Context: an optimization exercise on an open-source flow, tuned for small area. The choices shown serve that exercise and are no tape-out recipe.
In this exercise RTL edits were held to simulation tests only and were not proved equivalent to the original.
Power figures rest on the tool's default switching activity, not on a simulated workload.

==> flow/design.v <==
module mac2rk_tfm (
    input  wire        clk,
    input  wire        rst,             
    input  wire        cmd_valid,
    input  wire [1:0]  cmd,
    output wire        cmd_ready,
    input  wire        cfg_fmt,         
    input  wire [31:0] cfg_src_len,
    input  wire [31:0] cfg_load_addr,
    input  wire [31:0] cfg_baud,
    input  wire [7:0]  src_data,
    output wire        src_pop,
    input  wire        tick,
    output reg  [1:0]  sample_sym,
    output reg  [2:0]  state,
    output reg         ill,
    output wire [3:0]  err_code,
    output reg  [16:0] frame_len,
    output reg  [14:0] half_bit
);
    localparam [2:0] S_IDLE = 3'd0, S_READY = 3'd1, S_PLAYING = 3'd2,
                     S_FINISHED = 3'd3, S_ERROR = 3'd4, S_BUSY = 3'd5;
    localparam [1:0] C_NOP = 2'd0, C_BUILD = 2'd1, C_START = 2'd2, C_STOP = 2'd3;
    localparam [1:0] SYM_ZERO = 2'd0, SYM_POS = 2'd1, SYM_NEG = 2'd2;
    localparam [7:0]  SYNC = 8'hE6;
    localparam [15:0] DIVIDEND = 16'd24000;    
    reg  [2:0]  err_q;                          
    assign err_code = {1'b0, err_q};
    reg         fmt_q;
    reg         ins_q;
    reg  [15:0] a_q;         
    reg  [7:0]  e_q;         
    wire        busy = state[2] & state[0];    
    reg  [16:0] pos;         
    reg  [2:0]  bit_pos;
    reg         phase;
    reg  [14:0] hb_cnt;      
    reg         in_pay;
    reg         in_trl;      
    reg         c_lo;        
    reg         c_hi;        
    assign cmd_ready = ~busy;
    wire playing  = (state == S_PLAYING);
    wire cmd_go   = cmd_valid & ~busy;
    wire [17:0] pc;                  
    wire [16:0] pos_inc;
    assign pc[0] = 1'b1;
    wire [15:0] hc;                  
    wire [14:0] hb_dec;
    assign hc[0] = 1'b1;
    genvar gi;
    generate
        for (gi = 0; gi < 17; gi = gi + 1) begin : g_inc
            assign pos_inc[gi] = pos[gi] ^ pc[gi];
            assign pc[gi+1]    = pos[gi] & pc[gi];
        end
        for (gi = 0; gi < 15; gi = gi + 1) begin : g_dec
            assign hb_dec[gi] = hb_cnt[gi] ^ hc[gi];
            assign hc[gi+1]   = ~hb_cnt[gi] & hc[gi];
        end
    endgenerate
    wire [2:0] k      = pos[2:0];
    wire       k_a    = ~k[2] & (k[1] ^ k[0]);                   
    wire       k_e    = (~k[2] & k[1] & k[0]) | (k[2] & ~k[1] & ~k[0]);  
    wire       pre    = ~in_pay & ~in_trl;
    wire       sp     = in_trl | (pre & pos[8]);                  
    wire       k_sync = in_trl ? (k == 3'd7) : (k == 3'd0);
    wire       k_aa   = in_trl ? (~k[2] & ~k[1]) : k_a;
    wire       sp_bit = k_sync ? SYNC[bit_pos] :
                        k_aa ? a_q[15] : k_e ? pos[16] : 1'b0;
    wire       cur_bit = in_pay ? src_data[bit_pos] : (sp & sp_bit);
    wire        hb_end   = (hb_cnt == 15'd1);
    wire        bit_end  = hb_end & ~phase;
    wire        byte_end = bit_end & (bit_pos == 3'd0);
    wire        adv      = tick & playing;
    wire        at_len   = (&pos[16:9]) & ~pos[8] & (&pos[7:4]) &
                           (fmt_q ? (pos[3:0] == 4'b0100)
                                  : (pos[3:0] == (4'b1110 - {3'b000, ins_q})));
    assign src_pop = adv & byte_end & in_pay;
    wire       sb    = src_data[~bit_pos];
    wire       sb_hi = sb & ~at_len;            
    wire       lo_s  = a_q[0] ^ sb ^ c_lo;
    wire       lo_c  = (a_q[0] & sb) | (a_q[0] & c_lo) | (sb & c_lo);
    wire       hi_s  = a_q[8] ^ sb_hi ^ c_hi;
    wire       hi_c  = (a_q[8] & sb_hi) | (a_q[8] & c_hi) | (sb_hi & c_hi);
    wire pre_to_pay = pre & (fmt_q ? (pos[8] & (k == 3'd4))
                                   : (ins_q ? pos[8] : (pos[7:0] == 8'hFF)));
    wire frame_done = in_trl ? (k == 3'd1) : (in_pay & ~fmt_q & at_len);
    wire [3:0] i     = pos[3:0];
    wire       last  = (i == 4'd15);
    wire       n_i   = cfg_src_len[i];
    wire       a_i   = cfg_load_addr[i];
    wire       ins_b = (src_data != SYNC);
    wire       k_i   = (i == 4'd0) ? (~cfg_fmt & ins_b) :
                       (i == 4'd1 || i == 4'd3) ? cfg_fmt : (i == 4'd8);
    wire       l_s   = n_i ^ k_i ^ c_lo;
    wire       l_c   = (n_i & k_i) | (n_i & c_lo) | (k_i & c_lo);
    wire       d_i   = n_i ^ in_trl;            
    wire       d_bw  = in_trl & ~n_i;
    wire       e_s   = a_i ^ d_i ^ c_hi;
    wire       e_c   = (a_i & d_i) | (a_i & c_hi) | (d_i & c_hi);
    wire n_big   = (|cfg_src_len[31:17]) | (cfg_src_len[16] & (|cfg_src_len[15:0]));
    wire n_zero  = ~(|cfg_src_len);
    wire a_bad   = (|cfg_load_addr[31:16]) | e_c;
    wire [14:0] quot = {half_bit[13:0], div_q};
    wire b_bad   = (|cfg_baud[31:15]) | ~(|quot) | (quot[14] & quot[13]);
    wire [2:0] build_err = n_big ? 3'd2 : n_zero ? 3'd1 :
                           (cfg_fmt & a_bad) ? 3'd3 : b_bad ? 3'd4 : 3'd0;
    wire build_ok = (build_err == 3'd0);
    wire [15:0] div_x = {hb_cnt, DIVIDEND[~i]};
    wire [14:0] div_b = cfg_baud[14:0];
    wire [16:0] dw;                  
    wire [15:0] div_d;
    assign dw[0] = 1'b0;
    generate
        for (gi = 0; gi < 16; gi = gi + 1) begin : g_div
            wire yb = (gi < 15) ? div_b[gi] : 1'b0;
            assign div_d[gi] = div_x[gi] ^ yb ^ dw[gi];
            assign dw[gi+1]  = (~div_x[gi] & yb) | (~(div_x[gi] ^ yb) & dw[gi]);
        end
    endgenerate
    wire        div_q = ~dw[16];
    wire [14:0] div_r = div_q ? div_d[14:0] : div_x[14:0];
    always @(posedge clk) begin
        if (rst) begin
            state      <= S_IDLE;
            ill        <= 1'b0;
            err_q      <= 3'd0;
            frame_len  <= 17'd0;
            half_bit   <= 15'd0;
            sample_sym <= SYM_ZERO;
        end else begin
            if (busy) begin
                pos[8:0]       <= pos_inc[8:0];
                pos[16:9]      <= {e_s, pos[16:10]};
                hb_cnt         <= div_r;
                half_bit       <= {half_bit[13:0], div_q};
                frame_len[15:0] <= {l_s, frame_len[15:1]};
                a_q            <= {a_i, a_q[15:1]};
                e_q            <= {pos[9], e_q[7:1]};
                c_lo           <= l_c;
                c_hi           <= e_c;
                in_trl         <= d_bw;
                if (last) begin
                    fmt_q          <= cfg_fmt;
                    ins_q          <= ins_b;
                    frame_len[16]  <= cfg_src_len[16] | l_c;
                    if (!build_ok) begin
                        state     <= S_ERROR;
                        err_q     <= build_err;
                        frame_len <= 17'd0;
                        half_bit  <= 15'd0;
                    end else begin
                        state     <= S_READY;
                        err_q     <= 3'd0;
                    end
                end
            end
            if (tick) begin
                if (!playing) begin
                    sample_sym <= SYM_ZERO;
                end else begin
                    sample_sym <= (cur_bit ^ phase) ? SYM_POS : SYM_NEG;
                    if (hb_end) begin
                        hb_cnt <= half_bit;
                        phase  <= ~phase;
                        if (bit_end) begin
                            bit_pos <= bit_pos - 3'd1;
                            if (in_pay) begin
                                a_q[7:0]  <= {lo_s, a_q[7:1]};
                                a_q[15:8] <= {hi_s, a_q[15:9]};
                                c_lo      <= lo_c;
                                c_hi      <= hi_c;
                            end else if (sp & k_aa) begin
                                a_q <= {a_q[14:0], 1'b0};
                            end
                            if (bit_pos == 3'd0)
                                pos[8:0] <= pos_inc[8:0];
                            if (sp & ~in_trl & k_e) begin
                                pos[16:9] <= {pos[15:9], e_q[7]};
                                e_q       <= {e_q[6:0], 1'b0};
                            end else if (bit_pos == 3'd0)
                                pos[16:9] <= pos_inc[16:9];
                            if (bit_pos == 3'd0) begin
                                if (in_pay) begin
                                    c_lo <= 1'b0;
                                    c_hi <= lo_c;
                                end
                                if (pre_to_pay) begin
                                    in_pay <= 1'b1;
                                    c_lo   <= 1'b0;
                                    c_hi   <= 1'b0;
                                    pos    <= ~frame_len;
                                end
                                if (in_pay & fmt_q & at_len) begin
                                    in_pay <= 1'b0;
                                    in_trl <= 1'b1;
                                end
                                if (frame_done)
                                    state <= S_FINISHED;
                            end
                        end
                    end else begin
                        hb_cnt <= hb_dec;
                    end
                end
            end
            if (cmd_go) begin
                case (cmd)
                    C_NOP: ;
                    C_BUILD: begin
                        if (playing) begin
                            ill   <= 1'b1;
                            err_q <= 3'd7;
                        end else begin
                            state  <= S_BUSY;
                            pos[8:0] <= 9'd0;
                            hb_cnt <= 15'd0;
                            c_lo   <= 1'b0;
                            c_hi   <= 1'b0;
                            in_trl <= 1'b1;
                        end
                    end
                    C_START: begin
                        if (state != S_READY) begin
                            ill   <= 1'b1;
                            err_q <= 3'd7;
                        end else begin
                            state   <= S_PLAYING;
                            pos[8:0] <= 9'd0;
                            bit_pos <= 3'd7;
                            phase   <= 1'b1;
                            hb_cnt  <= half_bit;
                            in_pay  <= 1'b0;
                            in_trl  <= 1'b0;
                        end
                    end
                    C_STOP: begin
                        state     <= S_IDLE;
                        ill       <= 1'b0;
                        err_q     <= 3'd0;
                        frame_len <= 17'd0;
                        half_bit  <= 15'd0;
                    end
                endcase
            end
        end
    end
endmodule
==> flow/flow/run.sh <==
#!/bin/bash
# The standard layout (standard.sh), with these changes to how it is made:
#  - synthesis is synth_recipe.tcl with an area-oriented ABC mapping script
#    (flow/area_synth.tcl, flow/area.abc), and adders are left to ABC
#    instead of being mapped to full/half-adder cells beforehand
#    (ADDER_MAP_FILE empty); registers are untouched;
#  - port buffers are the smallest buffer (buf_1) instead of the one
#    buffer_ports picks on its own; every port still gets its buffer;
#  - clock tree synthesis uses clkbuf_8 and inserts no dummy loads.
# ORFS's per-step logs stay under orfs/logs; make's output goes to
# make_finish.log in this folder.
set -euo pipefail
here=$(pwd)
export FLOW_WORK="$here"
export AREA_ABC_SCRIPT="$here/flow/area.abc"
export BUFFER_PORTS_ARGS="-buffer_cell sky130_fd_sc_hd__buf_1"
export CTS_ARGS="-sink_clustering_enable -repair_clock_nets -dont_use_dummy_load -buf_list sky130_fd_sc_hd__clkbuf_8 -sink_clustering_size 20 -sink_clustering_max_diameter 60"
sed "s#SYNTH_SCRIPT=[^ ]*#SYNTH_SCRIPT=$here/flow/area_synth.tcl ADDER_MAP_FILE=#" standard.sh > area_standard.sh
grep -q "SYNTH_SCRIPT=$here/flow/area_synth.tcl" area_standard.sh
bash area_standard.sh finish > make_finish.log 2>&1
==> flow/flow/area.abc <==
&get -n
&st
&deepsyn -T 60 -S 3
&nf -R 1000 -p
&put
==> flow/flow/area_synth.tcl <==
# The standard flow's synthesis script (synth_recipe.tcl in the work folder), unchanged
# except for ABC's combinational mapping script: flow/area.abc maps for area
# (no buffering or gate sizing for delay; the clock period leaves ample
# slack). Registers, fsm/share handling, flattening and renaming are those
# of synth_recipe.tcl.
proc abc {args} {
  set out {}
  set skip 0
  foreach a $args {
    if {$skip} { set skip 0; continue }
    if {$a eq "-script"} { set skip 1; continue }
    lappend out $a
  }
  yosys abc -script $::env(AREA_ABC_SCRIPT) {*}$out
}
source $::env(FLOW_WORK)/synth_recipe.tcl
==> flow/standard.sh <==
#!/bin/bash
# synth_recipe.tcl (not shown) runs the flow's synth.tcl, then flattens the netlist and writes it again
# the make line also repeats each setting of config.mk as NAME=value (left out here)
make -C /OpenROAD-flow-scripts/flow DESIGN_CONFIG=/design/flow/config.mk WORK_HOME=/design/flow/orfs CLKGATE_MAP_FILE= SYNTH_SCRIPT=/design/flow/synth_recipe.tcl "${@:-finish}"
==> flow/config.mk <==
export PLATFORM = sky130hd
export DESIGN_NAME = mac2rk_tfm
export DESIGN_NICKNAME = mac2rk_tfm
export VERILOG_FILES = /design/flow/design.v
export SDC_FILE = /design/flow/constraint.sdc
export NUM_CORES = 4
export LEC_CHECK = 0
export CAP_MARGIN = 20
export CORE_MARGIN = 2
export CORE_UTILIZATION = 65
export SLEW_MARGIN = 20
==> flow/constraint.sdc <==
create_clock -name core_clock -period 32.0 [get_ports {clk}]
set_input_delay 6.4000 -clock core_clock [delete_from_list [all_inputs] [get_ports {clk}]]
set_output_delay 6.4000 -clock core_clock [all_outputs]
set_load 0.01 [all_outputs]
==> results of run 1 <==
-- worst max path at each step --
stage | startpoint | endpoint | cells past startpoint
5_1_grt | tick | src_pop | 6
2_1_floorplan | tick | src_pop | 4
3_3_place_gp | tick | src_pop | 6
6_report | tick | src_pop | 6
4_1_cts | tick | src_pop | 6
3_5_place_dp | tick | src_pop | 6
-- flip-flops by register name, indices dropped and copies added (netlist names) --
name / count
a_q: 16
bit_pos: 3
c_hi: 1
c_lo: 1
e_q: 8
err_q: 3
fmt_q: 1
frame_len: 17
half_bit: 15
hb_cnt: 15
ill: 1
in_pay: 1
in_trl: 1
ins_q: 1
phase: 1
pos: 17
sample_sym: 2
state: 3
-- per-stage QoR --
stage | worst slack, ps | utilization, %
after floorplan | 18120 | -
after global placement | 17730 | 75.5
after detailed placement | 17640 | 75.5
after CTS | 17640 | 76.8
after global routing | 17520 | 76.8
final | 17630 | 76.8
-- worst min-delay path, cell delays in order, from the launching register on --
cell and delay, ps:
sky130_fd_sc_hd__dfxtp_1 320, sky130_fd_sc_hd__nand2_1 50, sky130_fd_sc_hd__o31ai_1 50
-- routing by layer --
layer | vias up | wire (um) | global-route usage (%)
met4 | 0 | 341 | 11.5
met5 | - | 0 | 0
met2 | 374 | 8410 | 54.2
met1 | 3020 | 7070 | 45.9
li1 | 3004 | - | -
met3 | 35 | 1700 | 6.36
-- layout by cell type (no fill, tap or decap), drive strengths merged, types with 5 or more instances in the layout --
master / instances
nor2b: 9
dfxtp: 41
or2: 5
clkbuf: 9
clkinv: 22
o21ai: 53
xor2: 7
nor4: 27
buf: 159
a211oi: 5
nor3: 15
xnor2: 18
maj3: 14
nand2: 77
nand3: 26
a22o: 32
a22oi: 18
nor2: 91
o32ai: 5
edfxtp: 66
and2: 11
nand2b: 14
o22ai: 24
a21oi: 49
nand4: 10
-- cell type report --
type                       count  area, sq um
inverter                      23         86.3
multi-input combinational    565         3340
fill                         669         2150
sequential                   107         2800
clock buffer                   9          124
tap                          129          161
timing repair buffer         159          619
-- cell families after synthesis --
| family | synth area share (%) |
|---|---|
| muxes | 1.79 |
| DFF | 45.0 |
| buffers and inverters | 1.51 |
| and+or+nand+nor | 24.0 |
| adders and majority gates | 2.25 |
| other | 0.0602 |
| AOI/OAI and AO/OA | 21.9 |
| xor gates and xnor gates | 3.51 |
-- power groups by stage --
stage | combinational [mW] | sequential (mW) | clock (mW)
floorplan | 0.0300 | 0.163 | 0
global placement | 0.0427 | 0.165 | 0
CTS | 0.0448 | 0.162 | 0.0668
global route | 0.0500 | 0.164 | 0.0713
detailed placement | 0.0446 | 0.165 | 0
finish | 0.0455 | 0.163 | 0.0673
==> flow_metrics.env, run 1 <==
export IMPL_critical_path_top_cell_by_count="sky130_fd_sc_hd__buf_1"
export IMPL_postSynthRegisterBits=107
export IMPL_grt_setup_unrepaired="false"
export IMPL_ys_seq_area_share_pct=45.0
export IMPL_pre_antenna_drt_iters=6
export IMPL_setup_tns_ps=0
export IMPL_route_detailed_drc=0
export IMPL_detailroute_via_count=6433
export IMPL_sequentialPowerShare_pct=59.1
export IMPL_netlist_cell_type_count=53
export IMPL_nets=976
export IMPL_clkLatencyLatePin_ps=380
export IMPL_path_buf_inv=2
export IMPL_ys_top_cells_by_count="91 x sky130_fd_sc_hd__nor2_1, 77 x sky130_fd_sc_hd__nand2_1, 66 x sky130_fd_sc_hd__edfxtp_1"
export IMPL_most_frequent_cell_after_synthesis="sky130_fd_sc_hd__nor2_1"
export IMPL_globalplace_congestion=0.908
export IMPL_number_of_antenna_violations_at_the_first_check_in_global_routing=0
export IMPL_worstPathCellList="buf_1, nand2_1, or3b_1, nor2_1, and3_1, buf_1"
export IMPL_total_leakage_power_nw=2.45
export IMPL_crit_path_end_kind="primary output"
export IMPL_tritoncts="built"
export IMPL_syn_instance_count=696
export IMPL_floorplan_die_height_um=102
export IMPL_drive_gt1_share_pct=2.43
export IMPL_worstHoldEndpoint="sample_sym[1]$_SDFFE_PP0P_"
export IMPL_cp_slowest_stage_delay_ps=480
export IMPL_final_period_utilization_pct=44.9
export IMPL_clock_tree_root_cell="sky130_fd_sc_hd__clkbuf_8"
export IMPL_crit_reg2reg_capture="frame_len[4]$_SDFF_PP0_"
export IMPL_worst_ep_required_time_ps=25600
export IMPL_synth_async_reset_ratio_pct=0
export IMPL_synth_fp_nets=807
export IMPL_start_util_pct=67.1
export IMPL_synth_warnings=1
export IMPL_critPathLaunchType="primary input"
export IMPL_grt_max_degree=68
export IMPL_detailed_place_area_sq_mm=0.00701
export IMPL_max_vdd_ir_drop_mv=0.0252
export IMPL_layout_area_overhead_vs_synth_pct=14.4
export IMPL_share_comb_of_total_power_pct=16.5
export IMPL_synth_enable_flop_cells=66
export IMPL_chipWidth_um=102
export IMPL_place_detailed_instances=983
export IMPL_worst_clock_skew_ps=39.3
export IMPL_cpMaxStageDelayCell="sky130_fd_sc_hd__or3b_1"
export IMPL_routed_wire_length_per_instance_um=17.7
export IMPL_sw_frac_of_total_pct=27.8
export IMPL_detail_route_antenna_nets=0
export IMPL_worst_hold_check_slack_ps=478
export IMPL_r2r_start="pos[2]$_DFFE_PN_"
export IMPL_reg2regPathDepth=28
export IMPL_numPortBuffers=153
export IMPL_number_of_global_route_vias_before_repair=5774
export IMPL_post_dp_hpwl_mm=12.8
export IMPL_fmax_ghz=0.0696
export IMPL_finalHoldViolCount=0
export IMPL_internal_power_mw=0.199
export IMPL_hold_wc_startpoint="sample_sym[1]$_SDFFE_PP0P_"
export IMPL_rows=35
export IMPL_drt_total_wl_mm=17.5
export IMPL_cts_htree_levels=3
export IMPL_whs_path_depth=2
export IMPL_slew_violations=0
export IMPL_netlist_area_sq_mm=0.00623
export IMPL_largest_cells_by_area_after_synthesis="sky130_fd_sc_hd__edfxtp_1 32%, sky130_fd_sc_hd__dfxtp_1 13%, sky130_fd_sc_hd__nor2_1 5.5%"
export IMPL_run_status="no timing/DRC/antenna violations"
export IMPL_finish_cell_count_without_fillers=992
export IMPL_crit_family="simple AND/OR/NAND/NOR gates"
export IMPL_clockBufferDepth=2
export IMPL_period_needed_ps=14370
export IMPL_yosys_area_top_type="sky130_fd_sc_hd__edfxtp_1"
export IMPL_report_final_setup_viol=0
export IMPL_worst_setup_hold_path_clk_slew_ps=70
export IMPL_grt_first_pass_wirelength_mm=27.7
export IMPL_report_power_total_mw=0.275
export IMPL_timing_max_slew_rel_slack_pct=25.7
export IMPL_total_switching_power_mw=0.0766
export IMPL_min_delay_path_class="reg2reg"
export IMPL_ctsHoldBuffers=0
export IMPL_setup_repair_bufs_after_cts=0
export IMPL_maxCapViolCount=0
export IMPL_power_density_mw_per_mm2=38.6
export IMPL_number_of_ports_placed_on_the_die_boundary=155
export IMPL_yosysTopAreaCellShare_pct=31.8
export IMPL_grt_overflow_total=0
export IMPL_synth_ff_type="sky130_fd_sc_hd__edfxtp_1"
export IMPL_fin_area_sq_mm=0.00713
export IMPL_grt_total_usage_pct=33.6
export IMPL_tritoncts_num_buffers=9
export IMPL_avgSynthCellArea_sq_um=8.95
export IMPL_tightest_slew_ps=1110
export IMPL_critPathMaxFanout=8
export IMPL_power_frac_clock_pct=24.4
export IMPL_core_area_sq_mm=0.00928
export IMPL_cp_data_arrival_time_ps=7970
export IMPL_insertedDiodeCount=0
export IMPL_clock_sinks=107
export IMPL_path_class="in2out"
export IMPL_dieArea_sq_mm=0.0104
export IMPL_worst_r2r_setup_slack_ps=23480
export IMPL_drt_iter0_drc=574
export IMPL_post_cts_resized_instances=0
export IMPL_avgViaCountPerCell=6.48
==> run 2, diff against run 1 <==
--- a/flow/design.v
+++ b/flow/design.v
@@ -28,5 +28,4 @@
     assign err_code = {1'b0, err_q};
     reg         fmt_q;
-    reg         ins_q;
     reg  [15:0] a_q;         
     reg  [7:0]  e_q;         
@@ -65,5 +64,5 @@
     wire       pre    = ~in_pay & ~in_trl;
     wire       sp     = in_trl | (pre & pos[8]);                  
-    wire       k_sync = in_trl ? (k == 3'd7) : (k == 3'd0);
+    wire       k_sync = in_trl ? (~fmt_q | (k == 3'd7)) : (k == 3'd0);
     wire       k_aa   = in_trl ? (~k[2] & ~k[1]) : k_a;
     wire       sp_bit = k_sync ? SYNC[bit_pos] :
@@ -76,5 +75,5 @@
     wire        at_len   = (&pos[16:9]) & ~pos[8] & (&pos[7:4]) &
                            (fmt_q ? (pos[3:0] == 4'b0100)
-                                  : (pos[3:0] == (4'b1110 - {3'b000, ins_q})));
+                                  : (pos[3:0] == 4'b1110));
     assign src_pop = adv & byte_end & in_pay;
     wire       sb    = src_data[~bit_pos];
@@ -84,11 +83,12 @@
     wire       hi_s  = a_q[8] ^ sb_hi ^ c_hi;
     wire       hi_c  = (a_q[8] & sb_hi) | (a_q[8] & c_hi) | (sb_hi & c_hi);
-    wire pre_to_pay = pre & (fmt_q ? (pos[8] & (k == 3'd4))
-                                   : (ins_q ? pos[8] : (pos[7:0] == 8'hFF)));
-    wire frame_done = in_trl ? (k == 3'd1) : (in_pay & ~fmt_q & at_len);
+    wire pad_end  = pre & ~fmt_q & ~pos[8] & (pos[7:0] == 8'hFF);
+    wire hdr_end  = pre & fmt_q & pos[8] & (k == 3'd4);
+    wire sync_end = in_trl & ~fmt_q;
+    wire frame_done = in_trl ? (fmt_q & (k == 3'd1)) : (in_pay & ~fmt_q & at_len);
     wire [3:0] i     = pos[3:0];
     wire       last  = (i == 4'd15);
-    wire       n_i   = cfg_src_len[i];
-    wire       a_i   = cfg_load_addr[i];
+    wire       n_i   = frame_len[0];
+    wire       a_i   = a_q[0];
     wire       ins_b = (src_data != SYNC);
     wire       k_i   = (i == 4'd0) ? (~cfg_fmt & ins_b) :
@@ -144,5 +144,4 @@
                 if (last) begin
                     fmt_q          <= cfg_fmt;
-                    ins_q          <= ins_b;
                     frame_len[16]  <= cfg_src_len[16] | l_c;
                     if (!build_ok) begin
@@ -183,14 +182,14 @@
                                 pos[16:9] <= pos_inc[16:9];
                             if (bit_pos == 3'd0) begin
-                                if (in_pay) begin
-                                    c_lo <= 1'b0;
-                                    c_hi <= lo_c;
-                                end
-                                if (pre_to_pay) begin
+                                c_lo <= 1'b0;
+                                c_hi <= in_pay & lo_c;
+                                if (pad_end | hdr_end)
+                                    pos <= ~frame_len;
+                                if (hdr_end | (pad_end & ~ins_b) | sync_end)
                                     in_pay <= 1'b1;
-                                    c_lo   <= 1'b0;
-                                    c_hi   <= 1'b0;
-                                    pos    <= ~frame_len;
-                                end
+                                if (pad_end & ins_b)
+                                    in_trl <= 1'b1;
+                                if (sync_end)
+                                    in_trl <= 1'b0;
                                 if (in_pay & fmt_q & at_len) begin
                                     in_pay <= 1'b0;
@@ -215,4 +214,6 @@
                         end else begin
                             state  <= S_BUSY;
+                            frame_len[15:0] <= cfg_src_len[15:0];
+                            a_q    <= cfg_load_addr[15:0];
                             pos[8:0] <= 9'd0;
                             hb_cnt <= 15'd0;
--- a/flow/flow/run.sh
+++ b/flow/flow/run.sh
@@ -2,5 +2,6 @@
 # The standard layout (standard.sh), with these changes to how it is made:
 #  - synthesis is synth_recipe.tcl with an area-oriented ABC mapping script
-#    (flow/area_synth.tcl, flow/area.abc), and adders are left to ABC
+#    (flow/area_synth.tcl, flow/area.abc; ABC runs with five random seeds
+#    and the smallest mapping is kept), and adders are left to ABC
 #    instead of being mapped to full/half-adder cells beforehand
 #    (ADDER_MAP_FILE empty); registers are untouched;
@@ -14,4 +15,5 @@
 export FLOW_WORK="$here"
 export AREA_ABC_SCRIPT="$here/flow/area.abc"
+export AREA_ABC_SEEDS="1 2 3 4 5"
 export BUFFER_PORTS_ARGS="-buffer_cell sky130_fd_sc_hd__buf_1"
 export CTS_ARGS="-sink_clustering_enable -repair_clock_nets -dont_use_dummy_load -buf_list sky130_fd_sc_hd__clkbuf_8 -sink_clustering_size 20 -sink_clustering_max_diameter 60"
==> flow/flow/area.abc (replaced) <==
&get -n
&st
&deepsyn -T 60 -S @SEED@
&nf -R 1000 -p
&put
==> flow/flow/area_synth.tcl (replaced) <==
# The standard flow's synthesis script (synth_recipe.tcl in the work folder), unchanged
# except for ABC's combinational mapping: flow/area.abc maps for area (no
# buffering or gate sizing for delay; the clock period leaves ample slack).
# ABC runs once for each seed in AREA_ABC_SEEDS (the @SEED@ in area.abc) and
# the mapping with the smallest cell area is kept. Registers, fsm/share
# handling, flattening and renaming are those of synth_recipe.tcl.
proc abc {args} {
  set out {}
  set skip 0
  foreach a $args {
    if {$skip} { set skip 0; continue }
    if {$a eq "-script"} { set skip 1; continue }
    lappend out $a
  }
  set f [open $::env(AREA_ABC_SCRIPT) r]
  set template [read $f]
  close $f
  design -save area_abc_in
  set best -1
  foreach seed $::env(AREA_ABC_SEEDS) {
    design -load area_abc_in
    set scr $::env(RESULTS_DIR)/area_abc_$seed.script
    set f [open $scr w]
    puts -nonewline $f [string map [list @SEED@ $seed] $template]
    close $f
    yosys abc -script $scr {*}$out
    set st [tee -q -s result.string stat {*}$::lib_args]
    regexp {Chip area for module [^:]*:\s*([0-9.]+)} $st -> area
    puts "area_abc: seed $seed area $area"
    if {$best < 0 || $area < $best} {
      set best $area
      design -save area_abc_best
    }
  }
  puts "area_abc: kept area $best"
  design -load area_abc_best
}
source $::env(FLOW_WORK)/synth_recipe.tcl
==> flow_metrics.env, run 2 <==
export IMPL_run_status="no timing/DRC/antenna violations"
export IMPL_clock_tree_root_cell="sky130_fd_sc_hd__clkbuf_8"
export IMPL_crit_family="simple AND/OR/NAND/NOR gates"
export IMPL_layout_common_cells="153 x sky130_fd_sc_hd__buf_1, 80 x sky130_fd_sc_hd__nand2_1, 79 x sky130_fd_sc_hd__nor2_1"
export IMPL_setup_repair_bufs_after_cts=0
export IMPL_drt_iter0_drc=628
export IMPL_largest_cells_by_area_after_synthesis="sky130_fd_sc_hd__edfxtp_1 32%, sky130_fd_sc_hd__dfxtp_1 13%, sky130_fd_sc_hd__nand2_1 4.9%"
export IMPL_cp_data_arrival_time_ps=8020
export IMPL_clockBufferDepth=2
export IMPL_layout_cells_most_common="sky130_fd_sc_hd__buf_1"
export IMPL_worst_setup_hold_path_clk_slew_ps=70
export IMPL_number_of_antenna_violations_at_the_first_check_in_global_routing=0
export IMPL_yosysTopAreaCellShare_pct=31.7
export IMPL_yosys_area_top_type="sky130_fd_sc_hd__edfxtp_1"
export IMPL_detailroute_via_count=6510
export IMPL_power_density_mw_per_mm2=39.1
export IMPL_tightest_slew_ps=1040
export IMPL_rows=35
export IMPL_grt_first_pass_wirelength_mm=28.1
export IMPL_route_detailed_drc=0
export IMPL_critPathMaxFanout=6
export IMPL_post_cts_resized_instances=0
export IMPL_met2WireLength_mm=8.84
export IMPL_core_area_sq_mm=0.00924
export IMPL_finalHoldViolCount=0
export IMPL_synth_async_reset_ratio_pct=0
export IMPL_numPortBuffers=153
export IMPL_clkLatencyLatePin_ps=370
export IMPL_grt_setup_unrepaired="false"
export IMPL_route_top_layer_used="met4"
export IMPL_path_buf_inv=3
export IMPL_critical_path_top_cell_by_count="sky130_fd_sc_hd__buf_1"
export IMPL_detail_route_antenna_nets=0
export IMPL_avgViaCountPerCell=6.59
export IMPL_grt_max_degree=66
export IMPL_fmax_ghz=0.0694
export IMPL_insertedDiodeCount=0
export IMPL_grt_overflow_total=0
export IMPL_number_of_global_route_vias_before_repair=6134
export IMPL_r2r_start="pos[0]$_DFFE_PN_"
export IMPL_wl_met3_mm=1.72
export IMPL_final_period_utilization_pct=45.1
export IMPL_synth_warnings=1
export IMPL_dieArea_sq_mm=0.0103
export IMPL_netlist_area_sq_mm=0.00616
export IMPL_source_of_the_critical_timing_path="tick"
export IMPL_drive_gt1_share_pct=2.21
export IMPL_worst_ep_required_time_ps=25600
export IMPL_pre_antenna_drt_iters=6
export IMPL_wire_length_on_met1_mm=6.83
export IMPL_detailed_place_area_sq_mm=0.00694
export IMPL_number_of_ports_placed_on_the_die_boundary=155
export IMPL_critPathLaunchType="primary input"
export IMPL_synth_ff_type="sky130_fd_sc_hd__edfxtp_1"
export IMPL_finish_utilization_pct=76.4
export IMPL_clock_sinks=106
export IMPL_maxCapViolCount=0
export IMPL_post_dp_hpwl_mm=13.1
export IMPL_ys_seq_area_share_pct=45.0
export IMPL_cts_htree_levels=3
export IMPL_start_util_pct=66.7
export IMPL_reg_largest_list="frame_len x17, pos x17, a_q x16"
export IMPL_synth_enable_flop_cells=65
export IMPL_netlist_cell_type_count=59
export IMPL_min_delay_path_class="reg2reg"
export IMPL_drt_total_wl_mm=17.8
export IMPL_avgSynthCellArea_sq_um=8.91
export IMPL_timing_max_slew_rel_slack_pct=30.6
export IMPL_report_power_total_mw=0.276
export IMPL_ys_top_cells_by_count="80 x sky130_fd_sc_hd__nand2_1, 80 x sky130_fd_sc_hd__nor2_1, 65 x sky130_fd_sc_hd__edfxtp_1"
export IMPL_synth_fp_nets=803
export IMPL_routed_wire_length_per_instance_um=18.0
export IMPL_period_needed_ps=14420
export IMPL_setup_tns_ps=0
export IMPL_worstPathCellList="buf_1, nand4_1, or3_1, nor2b_1, nand2_1, clkinv_1, buf_1"
export IMPL_syn_instance_count=692
export IMPL_fin_area_sq_mm=0.00706
export IMPL_tritoncts_num_buffers=9
export IMPL_slew_violations=0
export IMPL_chipWidth_um=101
export IMPL_crit_path_end_kind="primary output"
export IMPL_tritoncts="built"
export IMPL_layout_area_overhead_vs_synth_pct=14.6
export IMPL_report_final_setup_viol=0
export IMPL_worst_clock_skew_ps=33.8
export IMPL_cp_slowest_stage_delay_ps=500
export IMPL_total_leakage_power_nw=2.42
export IMPL_floorplan_die_height_um=101
export IMPL_hold_wc_startpoint="sample_sym[1]$_SDFFE_PP0P_"
export IMPL_cpMaxStageDelayCell="sky130_fd_sc_hd__or3_1"
export IMPL_path_class="in2out"
export IMPL_postSynthRegisterBits=106
export IMPL_grt_total_usage_pct=34.4
export IMPL_ctsHoldBuffers=0
export IMPL_max_vdd_ir_drop_mv=0.0297
export IMPL_nets=972
export IMPL_globalplace_congestion=0.875
-- run 2: final timing paths --
kind,end,slack (ps),cells after the start
max,src_pop,17580,7
min,sample_sym[1]$_SDFFE_PP0P_,480,2
max reg2reg,frame_len[9]$_SDFF_PP0_,24070,40
min reg2reg,sample_sym[1]$_SDFFE_PP0P_,480,2
-- run 2: area by class of cell --
cell class / instances / area (sq um)
Multi-Input combinational cell: 559 / 3280
Sequential cell: 106 / 2770
Fill cell: 708 / 2180
Timing Repair Buffer: 160 / 627
Tap cell: 129 / 161
Clock buffer: 9 / 124
Inverter: 25 / 93.8
-- run 2: cell families (layout without fill, tap and decap cells) --
kind of cell | count (synthesis) | after routing | share of synthesized area (%)
compound gates | 235 | 235 | 25.9
xor+xnor | 22 | 22 | 3.13
fa+ha+maj | 1 | 1 | 0.162
buf+inv | 27 | 194 | 1.77
flops | 106 | 106 | 45.0
mux | 2 | 2 | 0.528
other cells | 1 | 1 | 0.0608
simple gates | 298 | 298 | 23.5
-- run 2: per-stage QoR --
stage / setup slack (ps) / std cells / hold WS [ps]
after global routing: 17430 / 988 / 516
after detailed placement: 17660 / 979 / 469
after CTS: 17650 / 988 / 486
final: 17580 / 988 / 485
after floorplan: 18170 / 692 / 479
after global placement: 17750 / 979 / 466
-- run 2: power breakdown --
| group | internal, mW | switching [mW] | leakage (nW) |
|---|---|---|---|
| Clock | 0.0254 | 0.0411 | 0.0647 |
| Sequential | 0.154 | 0.0102 | 0.974 |
| Combinational | 0.0183 | 0.0264 | 1.38 |
| Total | 0.198 | 0.0777 | 2.42 |
-- run 2: layer usage --
metal	up-vias	track usage (%)
li1	3059	-
met1	3022	43.1
met2	388	59.7
met3	41	6.63
met4	0	12.2
met5	-	0
-- run 2: worst reg2reg max path, delay by kind of cell (launching register included) --
kind / cells / cell delay (ps)
AOI/OAI and AO/OA: 14 / 3370
and+or+nand+nor: 21 / 3020
DFF: 1 / 530
buffers and inverters: 2 / 450
xor gates and xnor gates: 3 / 500
==> run 3, diff against run 2 <==
--- a/flow/flow/run.sh
+++ b/flow/flow/run.sh
@@ -2,5 +2,5 @@
 # The standard layout (standard.sh), with these changes to how it is made:
 #  - synthesis is synth_recipe.tcl with an area-oriented ABC mapping script
-#    (flow/area_synth.tcl, flow/area.abc; ABC runs with five random seeds
+#    (flow/area_synth.tcl, flow/area.abc; ABC runs with ten random seeds
 #    and the smallest mapping is kept), and adders are left to ABC
 #    instead of being mapped to full/half-adder cells beforehand
@@ -15,5 +15,5 @@
 export FLOW_WORK="$here"
 export AREA_ABC_SCRIPT="$here/flow/area.abc"
-export AREA_ABC_SEEDS="1 2 3 4 5"
+export AREA_ABC_SEEDS="1 2 3 4 5 6 7 8 9 10"
 export BUFFER_PORTS_ARGS="-buffer_cell sky130_fd_sc_hd__buf_1"
 export CTS_ARGS="-sink_clustering_enable -repair_clock_nets -dont_use_dummy_load -buf_list sky130_fd_sc_hd__clkbuf_8 -sink_clustering_size 20 -sink_clustering_max_diameter 60"
==> flow_metrics.env, run 3 <==
export IMPL_worstHoldEndpoint="sample_sym[1]$_SDFFE_PP0P_"
export IMPL_layout_area_overhead_vs_synth_pct=15.0
export IMPL_clock_sinks=106
export IMPL_postSynthRegisterBits=106
export IMPL_path_buf_inv=2
export IMPL_post_cts_resized_instances=0
export IMPL_synth_ff_type="sky130_fd_sc_hd__edfxtp_1"
export IMPL_post_dp_hpwl_mm=13.6
export IMPL_yosysTopAreaCellShare_pct=31.5
export IMPL_pre_antenna_drt_iters=8
export IMPL_clock_tree_root_cell="sky130_fd_sc_hd__clkbuf_8"
export IMPL_period_needed_ps=15230
export IMPL_chipWidth_um=102
export IMPL_number_of_ports_placed_on_the_die_boundary=155
export IMPL_hold_wc_startpoint="sample_sym[1]$_SDFFE_PP0P_"
export IMPL_numPortBuffers=153
export IMPL_reg_largest_list="frame_len x17, pos x17, a_q x16"
export IMPL_ys_seq_area_share_pct=44.8
export IMPL_core_area_sq_mm=0.00924
export IMPL_critPathLaunchType="primary input"
export IMPL_report_final_setup_viol=0
export IMPL_detailroute_via_count=6653
export IMPL_clkLatencyLatePin_ps=370
export IMPL_synth_warnings=1
export IMPL_number_of_global_route_vias_before_repair=6135
export IMPL_grt_max_degree=66
export IMPL_number_of_antenna_violations_at_the_first_check_in_global_routing=0
export IMPL_cpMaxStageDelayCell="sky130_fd_sc_hd__nor3_1"
export IMPL_timing_max_slew_rel_slack_pct=20.9
export IMPL_setup_tns_ps=0
export IMPL_fmax_ghz=0.0657
export IMPL_fin_area_sq_mm=0.00712
export IMPL_worst_ep_required_time_ps=25600
export IMPL_detail_route_antenna_nets=0
export IMPL_crit_path_end_kind="primary output"
export IMPL_layout_common_cells="153 x sky130_fd_sc_hd__buf_1, 94 x sky130_fd_sc_hd__nor2_1, 80 x sky130_fd_sc_hd__nand2_1"
export IMPL_route_detailed_drc=0
export IMPL_yosys_area_top_type="sky130_fd_sc_hd__edfxtp_1"
export IMPL_drt_iter0_drc=631
export IMPL_detailed_place_area_sq_mm=0.00700
export IMPL_fillers=684
export IMPL_finish_utilization_pct=77.1
export IMPL_worst_r2r_setup_slack_ps=23360
export IMPL_grt_total_usage_pct=35.7
export IMPL_worstPathCellList="buf_1, nand2_1, nor3_1, nand2b_1, or3_1, nor2_1, and2_0, buf_1"
export IMPL_largest_cells_by_area_after_synthesis="sky130_fd_sc_hd__edfxtp_1 32%, sky130_fd_sc_hd__dfxtp_1 13%, sky130_fd_sc_hd__nor2_1 5.7%"
export IMPL_place_detailed_instances=980
export IMPL_reg2regPathDepth=39
export IMPL_crit_reg2reg_capture="frame_len[7]$_SDFF_PP0_"
export IMPL_synth_async_reset_ratio_pct=0
export IMPL_drive_gt1_share_pct=2.56
export IMPL_final_period_utilization_pct=47.6
export IMPL_total_leakage_power_nw=2.44
export IMPL_most_frequent_cell_after_synthesis="sky130_fd_sc_hd__nor2_1"
export IMPL_synth_enable_flop_cells=65
export IMPL_worst_clock_skew_ps=27.0
export IMPL_cts_htree_levels=3
export IMPL_power_density_mw_per_mm2=39.1
export IMPL_finalHoldViolCount=0
export IMPL_ys_top_cells_by_count="94 x sky130_fd_sc_hd__nor2_1, 80 x sky130_fd_sc_hd__nand2_1, 65 x sky130_fd_sc_hd__edfxtp_1"
export IMPL_cp_data_arrival_time_ps=8830
export IMPL_worst_setup_hold_path_clk_slew_ps=90
export IMPL_insertedDiodeCount=0
export IMPL_avgViaCountPerCell=6.73
export IMPL_floorplan_die_height_um=102
export IMPL_routed_wire_length_per_instance_um=18.8
export IMPL_syn_instance_count=690
export IMPL_min_delay_path_class="reg2reg"
export IMPL_setup_repair_bufs_after_cts=0
export IMPL_r2r_start="pos[2]$_DFFE_PN_"
export IMPL_tightest_slew_ps=1180
export IMPL_grt_overflow_total=0
export IMPL_start_util_pct=67.0
export IMPL_tritoncts_num_buffers=9
export IMPL_netlist_area_sq_mm=0.00619
export IMPL_path_class="in2out"
export IMPL_drt_total_wl_mm=18.6
export IMPL_netlist_cell_type_count=52
export IMPL_max_vdd_ir_drop_mv=0.0270
export IMPL_dieArea_sq_mm=0.0103
export IMPL_nets=973
export IMPL_slew_violations=0
export IMPL_ctsHoldBuffers=0
export IMPL_grt_setup_unrepaired="false"
export IMPL_maxCapViolCount=0
export IMPL_crit_family="simple AND/OR/NAND/NOR gates"
export IMPL_avgSynthCellArea_sq_um=8.97
export IMPL_clockBufferDepth=2
export IMPL_critical_path_top_cell_by_count="sky130_fd_sc_hd__buf_1"
export IMPL_globalplace_congestion=0.911
export IMPL_rows=35
export IMPL_synth_fp_nets=801
export IMPL_layout_cells_most_common="sky130_fd_sc_hd__buf_1"
export IMPL_grt_first_pass_wirelength_mm=29.4
export IMPL_cp_slowest_stage_delay_ps=540
export IMPL_finish_cell_count_without_fillers=989
export IMPL_whs_path_depth=2
export IMPL_worst_hold_check_slack_ps=477
export IMPL_run_status="no timing/DRC/antenna violations"
export IMPL_critPathMaxFanout=11
export IMPL_tritoncts="built"
[run 3: logic make-up (layout without fill, tap and decap cells)]
logic type	after synthesis	in the layout	share of synthesized area (%)
muxes	3	3	0.485
xor gates and xnor gates	25	25	3.54
DFF	106	106	44.8
and+or+nand+nor	322	322	24.9
AOI/OAI and AO/OA	213	213	24.6
buffers and inverters	17	187	1.15
adders and majority gates	3	3	0.485
other	1	1	0.0606
[run 3: how the worst max path moves through the flow]
stage	end	startpoint	cells past startpoint
final	src_pop	tick	8
after global routing	src_pop	tick	8
after CTS	src_pop	tick	8
after detailed placement	src_pop	tick	8
after global placement	src_pop	tick	8
after floorplan	src_pop	tick	6
[run 3: tightest hold or removal path, cell delays in order, from the launching register on]
cell and delay (ps):
sky130_fd_sc_hd__dfxtp_1 320, sky130_fd_sc_hd__nand2_1 50, sky130_fd_sc_hd__o31ai_1 60
[run 3: per-layer routing]
layer  global-route usage [%]  part of all wire, %  vias up
met5                        0                    0        -
met4                     14.0                  3.5        0
met3                     5.38                  8.7       54
met2                     62.5                   50      438
met1                     44.4                   37     3091
li1                         -                    -     3070
[run 3: cell type report]
type | instances | area, sq um | share of cell area (%)
multi-input combinational | 567 | 3360 | 47.1
clock buffer | 9 | 124 | 1.74
inverter | 15 | 56.3 | 0.791
tap | 129 | 161 | 2.27
sequential | 106 | 2770 | 38.9
timing repair buffer | 163 | 649 | 9.12
[run 3: power breakdown]
part / total, mW / internal (mW) / switching (mW) / leakage, nW
clock: 0.0668 / 0.0254 / 0.0414 / 0.0647
combinational: 0.0470 / 0.0194 / 0.0276 / 1.40
sequential: 0.164 / 0.154 / 0.0101 / 0.974
total: 0.278 / 0.199 / 0.0790 / 2.44
[run 3: metrics by stage]
stage / worst slack [ps] / total power, mW
2_1_floorplan: 17510 / 0.195
3_3_place_gp: 16910 / 0.210
3_5_place_dp: 16880 / 0.213
4_1_cts: 16860 / 0.277
5_1_grt: 16540 / 0.289
6_report: 16770 / 0.278
==> run 4, diff against run 3 <==
--- a/flow/config.mk
+++ b/flow/config.mk
@@ -9,3 +9,4 @@
 export CORE_MARGIN = 2
 export CORE_UTILIZATION = 65
+export GPL_TIMING_DRIVEN = 0
 export SLEW_MARGIN = 20
==> flow_metrics.env, run 4 <==
export IMPL_dieArea_sq_mm=0.0103
export IMPL_drt_iter0_drc=603
export IMPL_reg2regPathDepth=39
export IMPL_netlist_cell_type_count=52
export IMPL_worst_ep_required_time_ps=25600
export IMPL_critical_path_top_cell_by_count="sky130_fd_sc_hd__buf_1"
export IMPL_synth_fp_nets=801
export IMPL_multi_input_comb_area_sq_mm=0.00337
export IMPL_tritoncts_num_buffers=9
export IMPL_reg_largest_list="frame_len x17, pos x17, a_q x16"
export IMPL_postSynthRegisterBits=106
export IMPL_path_class="in2out"
export IMPL_min_delay_path_class="reg2reg"
export IMPL_grt_total_usage_pct=36.2
export IMPL_clockBufferDepth=2
export IMPL_routed_wire_length_per_instance_um=19.3
export IMPL_detailroute_via_count=6745
export IMPL_grt_setup_unrepaired="false"
export IMPL_finalHoldViolCount=0
export IMPL_worstPathCellList="buf_1, nand2_1, nor3_1, nand2b_1, or3_1, nor2_1, and2_0, buf_1"
export IMPL_number_of_ports_placed_on_the_die_boundary=155
export IMPL_synth_async_reset_ratio_pct=0
export IMPL_syn_instance_count=690
export IMPL_crit_reg2reg_capture="state[0]$_SDFF_PP0_"
export IMPL_chipWidth_um=102
export IMPL_nets=973
export IMPL_hold_wc_startpoint="sample_sym[1]$_SDFFE_PP0P_"
export IMPL_crit_path_end_kind="primary output"
export IMPL_synth_ff_type="sky130_fd_sc_hd__edfxtp_1"
export IMPL_worst_setup_hold_path_clk_slew_ps=90
export IMPL_core_area_sq_mm=0.00924
export IMPL_cpMaxStageDelayCell="sky130_fd_sc_hd__nor3_1"
export IMPL_pre_antenna_drt_iters=6
export IMPL_r2r_start="pos[1]$_DFFE_PN_"
export IMPL_path_buf_inv=2
export IMPL_report_final_setup_viol=0
export IMPL_cp_slowest_stage_delay_ps=660
export IMPL_critPathLaunchType="primary input"
export IMPL_globalplace_congestion=0.939
export IMPL_fillers=671
export IMPL_drt_total_wl_mm=19.1
export IMPL_avgViaCountPerCell=6.82
export IMPL_period_needed_ps=15520
export IMPL_post_cts_resized_instances=0
export IMPL_fmax_ghz=0.0644
export IMPL_seq_area_sq_mm=0.00277
export IMPL_layout_area_overhead_vs_synth_pct=15.6
export IMPL_grt_overflow_total=0
export IMPL_drive_gt1_share_pct=3.26
export IMPL_setup_repair_bufs_after_cts=0
export IMPL_largest_cells_by_area_after_synthesis="sky130_fd_sc_hd__edfxtp_1 32%, sky130_fd_sc_hd__dfxtp_1 13%, sky130_fd_sc_hd__nor2_1 5.7%"
export IMPL_max_vdd_ir_drop_mv=0.0234
export IMPL_number_of_antenna_violations_at_the_first_check_in_global_routing=0
export IMPL_most_frequent_cell_after_synthesis="sky130_fd_sc_hd__nor2_1"
export IMPL_grt_max_degree=66
export IMPL_rows=35
export IMPL_clock_sinks=106
export IMPL_detailed_place_area_sq_mm=0.00703
export IMPL_layout_common_cells="152 x sky130_fd_sc_hd__buf_1, 93 x sky130_fd_sc_hd__nor2_1, 80 x sky130_fd_sc_hd__nand2_1"
export IMPL_power_density_mw_per_mm2=39.1
export IMPL_run_status="no timing/DRC/antenna violations"
export IMPL_clkLatencyLatePin_ps=380
export IMPL_critPathMaxFanout=11
export IMPL_worstHoldEndpoint="sample_sym[1]$_SDFFE_PP0P_"
export IMPL_ys_seq_area_share_pct=44.8
export IMPL_clock_tree_root_cell="sky130_fd_sc_hd__clkbuf_8"
export IMPL_ctsHoldBuffers=0
export IMPL_start_util_pct=67.0
export IMPL_route_detailed_drc=0
export IMPL_tritoncts="built"
export IMPL_yosysTopAreaCellShare_pct=31.5
export IMPL_slew_violations=0
export IMPL_tightest_slew_ps=1140
export IMPL_insertedDiodeCount=0
export IMPL_avgSynthCellArea_sq_um=8.97
export IMPL_cp_data_arrival_time_ps=9120
export IMPL_grt_first_pass_wirelength_mm=29.4
export IMPL_worst_r2r_setup_slack_ps=23620
export IMPL_crit_family="simple AND/OR/NAND/NOR gates"
export IMPL_timing_max_slew_rel_slack_pct=23.4
export IMPL_whs_path_depth=2
export IMPL_maxCapViolCount=0
export IMPL_synth_enable_flop_cells=65
export IMPL_netlist_area_sq_mm=0.00619
export IMPL_cts_htree_levels=3
export IMPL_floorplan_die_height_um=102
export IMPL_worst_clock_skew_ps=40.3
export IMPL_numPortBuffers=153
export IMPL_setup_tns_ps=0
export IMPL_synth_warnings=1
export IMPL_detail_route_antenna_nets=0
export IMPL_number_of_global_route_vias_before_repair=6111
export IMPL_layout_cells_most_common="sky130_fd_sc_hd__buf_1"
export IMPL_total_leakage_power_nw=2.46
export IMPL_fin_area_sq_mm=0.00716
export IMPL_post_dp_hpwl_mm=13.8
export IMPL_ys_top_cells_by_count="94 x sky130_fd_sc_hd__nor2_1, 80 x sky130_fd_sc_hd__nand2_1, 65 x sky130_fd_sc_hd__edfxtp_1"
export IMPL_final_period_utilization_pct=48.5
export IMPL_yosys_area_top_type="sky130_fd_sc_hd__edfxtp_1"
## run 4: cell counts after synthesis
No cell type changed its count.
## run 4: cell families (layout without fill, tap and decap cells)
kind of cell             count (synthesis)  after routing  share of synthesized area, %
AO/OA/AOI/OAI                          213            213                          24.6
XOR/XNOR                                25             25                          3.54
adder cells (fa/ha/maj)                  3              3                         0.485
buffers and inverters                   17            187                          1.15
flip-flops                             106            106                          44.8
multiplexers                             3              3                         0.485
other                                    1              1                        0.0606
AND/OR/NAND/NOR                        322            322                          24.9
## run 4: worst max-delay path by stage
stage | slack [ps] | cells after the start | start | end
after floorplan | 17510 | 6 | tick | src_pop
after detailed placement | 16670 | 8 | tick | src_pop
after global placement | 16750 | 8 | tick | src_pop
after CTS | 16630 | 8 | tick | src_pop
final | 16480 | 8 | tick | src_pop
after global routing | 16360 | 8 | tick | src_pop
## run 4: area by class of cell
type | count | area share [%]
Multi-Input combinational cell | 567 | 47.1
Sequential cell | 106 | 38.7
Timing Repair Buffer | 161 | 9.07
Tap cell | 129 | 2.25
Clock buffer | 9 | 1.73
Inverter | 15 | 0.856
Buffer | 2 | 0.210
## run 4: layer usage
metal / vias to the layer above / track usage [%] / wire length, um
met5: - / 0 / 0
met4: 0 / 20.5 / 937
met3: 82 / 5.94 / 1630
met2: 419 / 60.9 / 9430
met1: 3175 / 44.1 / 7080
li1: 3069 / - / -
## run 4: through the flow
step	setup WS (ps)	power, mW	util [%]	cells	hold WS, ps
2_1_floorplan	17510	0.195	-	690	482
3_3_place_gp	16750	0.210	74.9	972	440
3_5_place_dp	16670	0.213	76.1	980	443
4_1_cts	16630	0.278	77.4	989	464
5_1_grt	16360	0.289	77.5	989	484
6_report	16480	0.280	77.5	989	468
## run 4: worst min-delay path: stages (launching register included)
cell and delay (ps):
sky130_fd_sc_hd__dfxtp_1 340, sky130_fd_sc_hd__nand2_1 50, sky130_fd_sc_hd__o31ai_1 50
## run 4: where the power goes
part	total (mW)	switching [mW]	leakage (nW)	internal, mW
logic	0.0476	0.0279	1.42	0.0197
registers	0.165	0.0104	0.974	0.154
clock network	0.0678	0.0423	0.0647	0.0254

==> separate check: timing with driven ports <==
Ports are ideal in the flow. The routed layouts listed here were re-timed in OpenROAD.
Step 1 (the two cells are an assumption about what drives the block):
set clk [get_ports {clk}]
set_driving_cell -lib_cell sky130_fd_sc_hd__clkbuf_16 $clk
set_driving_cell -lib_cell sky130_fd_sc_hd__buf_2 [delete_from_list [all_inputs] $clk]
Step 2 times the ports against the registers' clock, not the clock port: input delays grow and output delays shrink by t, the midpoint of the rising clock arrivals with the driver on.
a / b / c = ideal ports / drivers / drivers and shift; a / b = the first two.
run | t (ns) | slack for setup (ns) | worst hold slack (ns) | latest minus earliest clock arrival (ns) | slew at the worst register clock pin (ns)
run 1 | 0.396 | 17.633 / 17.606 / 17.606 | 0.478 / 0.478 / 0.478 | 0.039 / 0.039 | 0.12 / 0.12
run 2 | 0.394 | 17.581 / 17.539 / 17.539 | 0.485 / 0.485 / 0.485 | 0.034 / 0.034 | 0.11 / 0.11
run 3 | 0.393 | 16.775 / 16.749 / 16.749 | 0.477 / 0.477 / 0.477 | 0.027 / 0.027 | 0.11 / 0.11
run 4 | 0.397 | 16.479 / 16.450 / 16.450 | 0.468 / 0.468 / 0.468 | 0.040 / 0.041 | 0.12 / 0.12
After both steps setup and hold are still met in every run listed. For run 2, which loses most, drivers alone change the setup slack by -0.042 ns; drivers and shift together by -0.042 ns.
